Context: an optimization exercise on an open-source flow, tuned for small area and a short achievable clock period. The choices shown serve that exercise and are no tape-out recipe. Only simulation tests tie the RTL to the original design; equivalence was not proved. Power and IR drop assume default switching activity.

main:
Design tiny_irpwm, start of the top module:
module tiny_irpwm (
    input  wire        clk,
    input  wire        rst,
    input  wire        pwm_tick,
    input  wire        ir_tick,
    input  wire        ir_in,
    input  wire        h_sel,
    input  wire        h_we,
    input  wire [7:0]  h_addr,
    input  wire [31:0] h_wdata,
    output reg  [31:0] h_rdata,
    output wire [3:0]  ch_pin,
    output reg         tick_evt
);
    localparam integer CAP = 100;
    localparam [1:0] S_IDLE  = 2'd0;
    localparam [1:0] S_MARK  = 2'd1;
    localparam [1:0] S_SPACE = 2'd2;
    localparam [1:0] S_STOP  = 2'd3;
    reg [31:0] pwm_ticks;         
    reg        pwm_halt;
    reg [7:0]  pwm_level0, pwm_level1, pwm_level2, pwm_level3;
    reg [3:0]  pwm_pin;
    reg [1:0]  ir_state;
    reg [15:0] ir_timer;
    reg [6:0]  ir_rawlen;         
    reg [15:0] ir_rawbuf [0:CAP-1];
    wire host_wr = h_sel & h_we;
    wire [31:0] ticks_inc = pwm_ticks + 32'd1;
    wire        flip      = &pwm_ticks[6:0];
    wire        ph_n      = ticks_inc[7];
    wire [7:0]  cnt_n     = {1'b0, ticks_inc[6:0]};
    reg  [3:0]  pin_tk;
    always @* begin
        if (pwm_halt) begin
            pin_tk = 4'b0000;
        end else begin
            if (flip)
  ...
Settings: LEC_CHECK=0, CAP_MARGIN=20, CORE_MARGIN=2, CORE_UTILIZATION=40, CTS_BUF_LIST=sky130_fd_sc_hd__clkbuf_8, CTS_CLUSTER_DIAMETER=50, CTS_CLUSTER_SIZE=18, SETUP_SLACK_MARGIN=3.8, SLEW_MARGIN=20, SYNTH_HIERARCHICAL=1, SYNTH_MINIMUM_KEEP_SIZE=0, TNS_END_PERCENT=20; clock period 8.5 ns.
run.sh (not shown) runs the stock make flow with config.mk's settings and CLKGATE_MAP_FILE= SYNTH_SCRIPT=/design/flow/synth_recipe.tcl, a recipe that flattens the netlist after the stock synthesis.
main | stages: all done | timing, DRC, antenna: all pass
Input changes introduced in the feature branch (baseline for comparison: main):
- CAP_MARGIN changed from 20 to 5
- TNS_END_PERCENT removed (was 20)
- SLEW_MARGIN changed from 20 to 5
Results
Of the two values seen for worst setup path endpoint, h_rdata[2] was produced by main and h_rdata[13] by the feature branch. The feature branch has overall track demand over capacity in global routing below what main had. On via density per instance: the feature branch sits below main. Flip-flop and latch count: the feature branch vs main identical. When the feature branch is measured against main, its arrival time of the worst setup path turns out 0.07 ns lower. Power share of the clock group: the feature branch < main. Relative to main, the final cell area reported for the feature branch is higher.


The RTL this note starts from:
==> flow/design.v <==
module tiny_irpwm (
    input  wire        clk,
    input  wire        rst,
    input  wire        pwm_tick,
    input  wire        ir_tick,
    input  wire        ir_in,
    input  wire        h_sel,
    input  wire        h_we,
    input  wire [7:0]  h_addr,
    input  wire [31:0] h_wdata,
    output reg  [31:0] h_rdata,
    output wire [3:0]  ch_pin,
    output reg         tick_evt
);
    localparam integer CAP = 100;
    localparam [1:0] S_IDLE  = 2'd0;
    localparam [1:0] S_MARK  = 2'd1;
    localparam [1:0] S_SPACE = 2'd2;
    localparam [1:0] S_STOP  = 2'd3;
    reg [31:0] pwm_ticks;         
    reg        pwm_halt;
    reg [7:0]  pwm_level0, pwm_level1, pwm_level2, pwm_level3;
    reg [3:0]  pwm_pin;
    reg [1:0]  ir_state;
    reg [15:0] ir_timer;
    reg [6:0]  ir_rawlen;         
    reg [15:0] ir_rawbuf [0:CAP-1];
    wire host_wr = h_sel & h_we;
    wire [31:0] ticks_inc = pwm_ticks + 32'd1;
    wire        flip      = &pwm_ticks[6:0];
    wire        ph_n      = ticks_inc[7];
    wire [7:0]  cnt_n     = {1'b0, ticks_inc[6:0]};
    reg  [3:0]  pin_tk;
    always @* begin
        if (pwm_halt) begin
            pin_tk = 4'b0000;
        end else begin
            if (flip)
                pin_tk = ph_n ? 4'b1010 : 4'b0101;
            else
                pin_tk = pwm_pin;
            if (!ph_n && cnt_n >= pwm_level0) pin_tk[0] = 1'b0;
            if ( ph_n && cnt_n >= pwm_level1) pin_tk[1] = 1'b0;
            if (!ph_n && cnt_n >= pwm_level2) pin_tk[2] = 1'b0;
            if ( ph_n && cnt_n >= pwm_level3) pin_tk[3] = 1'b0;
        end
    end
    wire [31:0] ticks_t = pwm_tick ? ticks_inc : pwm_ticks;
    wire [3:0]  pin_t   = pwm_tick ? pin_tk    : pwm_pin;
    wire        tmax = &ir_timer;
    wire [15:0] t1   = tmax ? ir_timer : ir_timer + 16'd1;
    wire        lt100 = (ir_timer < 16'd99);      
    wire        gt100 = (ir_timer >= 16'd100);    
    wire        full  = (ir_rawlen == 7'd99);     
    wire        mark  = ~ir_in;
    reg         rec;
    reg  [1:0]  state_t;
    reg  [15:0] timer_t;
    reg  [6:0]  rawlen_t;
    always @* begin
        rec      = 1'b0;
        state_t  = ir_state;
        timer_t  = ir_timer;
        rawlen_t = ir_rawlen;
        if (ir_tick) begin
            case (ir_state)
                S_IDLE:  rec = mark & ~lt100;
                S_MARK:  rec = ~mark;
                S_SPACE: rec = mark;
                default: rec = 1'b0;
            endcase
            if (rec) begin
                timer_t  = 16'd0;
                rawlen_t = ir_rawlen + 7'd1;
                state_t  = full ? S_STOP : (mark ? S_MARK : S_SPACE);
            end else begin
                timer_t = (mark && (ir_state == S_IDLE || ir_state == S_STOP)) ? 16'd0 : t1;
                if (ir_state == S_SPACE && gt100)
                    state_t = S_STOP;
            end
        end
    end
    wire wr_ctrl  = host_wr && (h_addr == 8'h00);
    wire wr_level = host_wr && (h_addr[7:2] == 6'b000010);
    wire resume   = host_wr && (h_addr == 8'h11) && h_wdata[0]
                    && (state_t == S_STOP);
    always @(posedge clk) begin
        if (rst) begin
            pwm_ticks  <= 32'd0;
            pwm_halt   <= 1'b0;
            pwm_pin    <= 4'b0000;
            pwm_level0 <= 8'd0;
            pwm_level1 <= 8'd0;
            pwm_level2 <= 8'd0;
            pwm_level3 <= 8'd0;
            ir_state   <= S_IDLE;
            ir_timer   <= 16'd0;
            ir_rawlen  <= 7'd0;
            tick_evt   <= 1'b0;
        end else begin
            pwm_ticks <= ticks_t;
            tick_evt  <= pwm_tick;
            if (wr_ctrl)
                pwm_halt <= h_wdata[0];
            pwm_pin <= (wr_ctrl && h_wdata[0]) ? 4'b0000 : pin_t;
            if (wr_level && h_addr[1:0] == 2'd0) pwm_level0 <= h_wdata[7:0];
            if (wr_level && h_addr[1:0] == 2'd1) pwm_level1 <= h_wdata[7:0];
            if (wr_level && h_addr[1:0] == 2'd2) pwm_level2 <= h_wdata[7:0];
            if (wr_level && h_addr[1:0] == 2'd3) pwm_level3 <= h_wdata[7:0];
            ir_timer <= timer_t;
            if (resume) begin
                ir_state  <= S_IDLE;
                ir_rawlen <= 7'd0;
            end else begin
                ir_state  <= state_t;
                ir_rawlen <= rawlen_t;
            end
        end
    end
    always @(posedge clk) begin
        if (!rst && rec)
            ir_rawbuf[ir_rawlen] <= t1;
    end
    wire [7:0]  a = h_addr;
    wire [3:0] dl, dm;
    wire [6:0] dh;
    genvar gi, gb;
    generate
        for (gi = 0; gi < 4; gi = gi + 1) begin : g_pre
            assign dl[gi] = (a[1:0] == gi);
            assign dm[gi] = (a[3:2] == gi);
        end
        for (gi = 0; gi < 7; gi = gi + 1) begin : g_preh
            assign dh[gi] = a[7] & (a[6:4] == gi);
        end
    endgenerate
    wire [15:0] dlm;
    generate
        for (gi = 0; gi < 16; gi = gi + 1) begin : g_dlm
            irp_and2 u_dlm (.a(dl[gi % 4]), .b(dm[gi / 4]), .y(dlm[gi]));
        end
    endgenerate
    wire [CAP-1:0] sel;
    generate
        for (gi = 0; gi < CAP; gi = gi + 1) begin : g_sel
            irp_and2 u_sel (.a(dlm[gi % 16]), .b(dh[gi / 16]), .y(sel[gi]));
        end
    endgenerate
    wire        byp = a[7] && rec && (ir_rawlen == a[6:0]);
    wire [15:0] rd_mem;
    generate
        for (gb = 0; gb < 16; gb = gb + 1) begin : g_bit
            wire [49:0] t;
            wire [12:0] u;
            wire [3:0]  v;
            for (gi = 0; gi < 12; gi = gi + 1) begin : g_u
                irp_ao8 u_u (
                    .s(sel[8*gi+7:8*gi]),
                    .d({ir_rawbuf[8*gi+7][gb], ir_rawbuf[8*gi+6][gb],
                        ir_rawbuf[8*gi+5][gb], ir_rawbuf[8*gi+4][gb],
                        ir_rawbuf[8*gi+3][gb], ir_rawbuf[8*gi+2][gb],
                        ir_rawbuf[8*gi+1][gb], ir_rawbuf[8*gi][gb]}),
                    .y(u[gi]));
            end
            irp_aoi22 u_t48 (.a1(sel[96]), .a2(ir_rawbuf[96][gb]),
                             .b1(sel[97]), .b2(ir_rawbuf[97][gb]), .y(t[48]));
            irp_aoi22 u_t49 (.a1(sel[98]), .a2(ir_rawbuf[98][gb]),
                             .b1(sel[99]), .b2(ir_rawbuf[99][gb]), .y(t[49]));
            irp_nand2 u_u12 (.a(t[48]), .b(t[49]), .y(u[12]));
            for (gi = 0; gi < 3; gi = gi + 1) begin : g_v
                irp_nor3 u_v (.a(u[3*gi]), .b(u[3*gi+1]), .c(u[3*gi+2]), .y(v[gi]));
            end
            irp_nor4 u_v3 (.a(u[9]), .b(u[10]), .c(u[11]), .d(u[12]), .y(v[3]));
            irp_aoi41 u_w (.a1(v[0]), .a2(v[1]), .a3(v[2]), .a4(v[3]), .b1(byp),
                           .y(rd_mem[gb]));
        end
    endgenerate
    reg  [31:0] rd_reg;
    always @* begin
        case (a)
            8'h00:   rd_reg = {31'd0, pwm_halt};
            8'h01:   rd_reg = {31'd0, ticks_t[7]};
            8'h02:   rd_reg = {25'd0, ticks_t[6:0]};
            8'h03:   rd_reg = ticks_t;
            8'h04:   rd_reg = {28'd0, pin_t};
            8'h08:   rd_reg = {24'd0, pwm_level0};
            8'h09:   rd_reg = {24'd0, pwm_level1};
            8'h0A:   rd_reg = {24'd0, pwm_level2};
            8'h0B:   rd_reg = {24'd0, pwm_level3};
            8'h10:   rd_reg = {30'd0, state_t};
            8'h12:   rd_reg = {16'd0, timer_t};
            8'h13:   rd_reg = {25'd0, rawlen_t};
            default: rd_reg = 32'd0;
        endcase
    end
    wire [15:0] rd_oth = rd_reg[15:0] | ({16{byp}} & t1);
    wire [15:0] rd_lo;
    generate
        for (gb = 0; gb < 16; gb = gb + 1) begin : g_out
            irp_or2 u_o (.a(rd_mem[gb]), .b(rd_oth[gb]), .y(rd_lo[gb]));
        end
    endgenerate
    always @* begin
        h_rdata = {rd_reg[31:16], rd_lo};
    end
    assign ch_pin = pwm_pin;
endmodule
module irp_ao8 (input wire [7:0] s, input wire [7:0] d, output wire y);
    assign y = |(s & d);
endmodule
module irp_and2 (input wire a, input wire b, output wire y);
    assign y = a & b;
endmodule
module irp_or2 (input wire a, input wire b, output wire y);
    assign y = a | b;
endmodule
module irp_aoi22 (input wire a1, input wire a2, input wire b1, input wire b2,
                  output wire y);
    assign y = ~((a1 & a2) | (b1 & b2));
endmodule
module irp_aoi41 (input wire a1, input wire a2, input wire a3, input wire a4,
                  input wire b1, output wire y);
    assign y = ~((a1 & a2 & a3 & a4) | b1);
endmodule
module irp_nand2 (input wire a, input wire b, output wire y);
    assign y = ~(a & b);
endmodule
module irp_nand4 (input wire a, input wire b, input wire c, input wire d, output wire y);
    assign y = ~(a & b & c & d);
endmodule
module irp_nor3 (input wire a, input wire b, input wire c, output wire y);
    assign y = ~(a | b | c);
endmodule
module irp_nor4 (input wire a, input wire b, input wire c, input wire d, output wire y);
    assign y = ~(a | b | c | d);
endmodule
==> flow/config.mk <==
export PLATFORM = sky130hd
export DESIGN_NAME = tiny_irpwm
export DESIGN_NICKNAME = tiny_irpwm
export VERILOG_FILES = /design/flow/design.v
export SDC_FILE = /design/flow/constraint.sdc
export NUM_CORES = 4
export LEC_CHECK = 0
export CAP_MARGIN = 20
export CORE_MARGIN = 2
export CORE_UTILIZATION = 55
export CTS_BUF_LIST = sky130_fd_sc_hd__clkbuf_8
export CTS_CLUSTER_DIAMETER = 50
export CTS_CLUSTER_SIZE = 18
export PLACE_DENSITY = 0.7
export SETUP_SLACK_MARGIN = 3.8
export SLEW_MARGIN = 20
export SYNTH_HIERARCHICAL = 1
export SYNTH_MINIMUM_KEEP_SIZE = 0
==> flow/constraint.sdc <==
create_clock -name core_clock -period 8.5 [get_ports {clk}]
set_input_delay 1.7000 -clock core_clock [delete_from_list [all_inputs] [get_ports {clk}]]
set_output_delay 1.7000 -clock core_clock [all_outputs]
set_load 0.01 [all_outputs]
Rerun with:
Settings changed: CORE_UTILIZATION 55 to 40, CTS_BUF_LIST sky130_fd_sc_hd__clkbuf_8 to sky130_fd_sc_hd__clkbuf_16, CTS_CLUSTER_DIAMETER 50 to 60, CTS_CLUSTER_SIZE 18 to 30, PLACE_DENSITY 0.7 to not set.
Result: Count of clock-buffer cells in the layout shrinks by 23. Final cell count grows by 7.8%. Wire length shrinks by 3.4%. Power grows by 8.0%. Register-to-register slack improved by 380 ps. Clock skew grows by 8.3 ps.

==> what the ideal ports hide <==
In the flow no input, the clock included, has a driving cell. The finished layouts below were timed again as built, in two steps.
Step 1: set_driving_cell puts a clkbuf_16 on clk and a buf_2 on each other input, an assumption about the parent block.
Step 2, shift: input delay + t, output delay - t, t = (earliest + latest rising clock arrival at the registers) / 2. This alone moves slack from input paths to output paths.
a / b / c = no drivers / after step 1 / after step 2; a / b = the first two.
run	shift t [ns]	slack for setup (ns)	latest minus earliest clock arrival (ns)	slew at the worst register clock pin (ns)	worst slew at a driven data input, ns
main	0.978	2.385 / 2.250 / 2.250	0.041 / 0.042	0.11 / 0.11	0.17
the feature branch	0.974	2.462 / 2.381 / 2.381	0.081 / 0.081	0.11 / 0.11	0.20
the first run of note 2	0.954	2.468 / 2.345 / 2.345	0.057 / 0.056	0.11 / 0.11	0.19
the second run of note 2	0.830	2.433 / 2.353 / 2.353	0.064 / 0.064	0.10 / 0.10	0.21
After both steps every run listed still meets setup and hold. The setup slack of main, which loses most, moves by -0.135 ns with the drivers and by -0.135 ns with both steps.
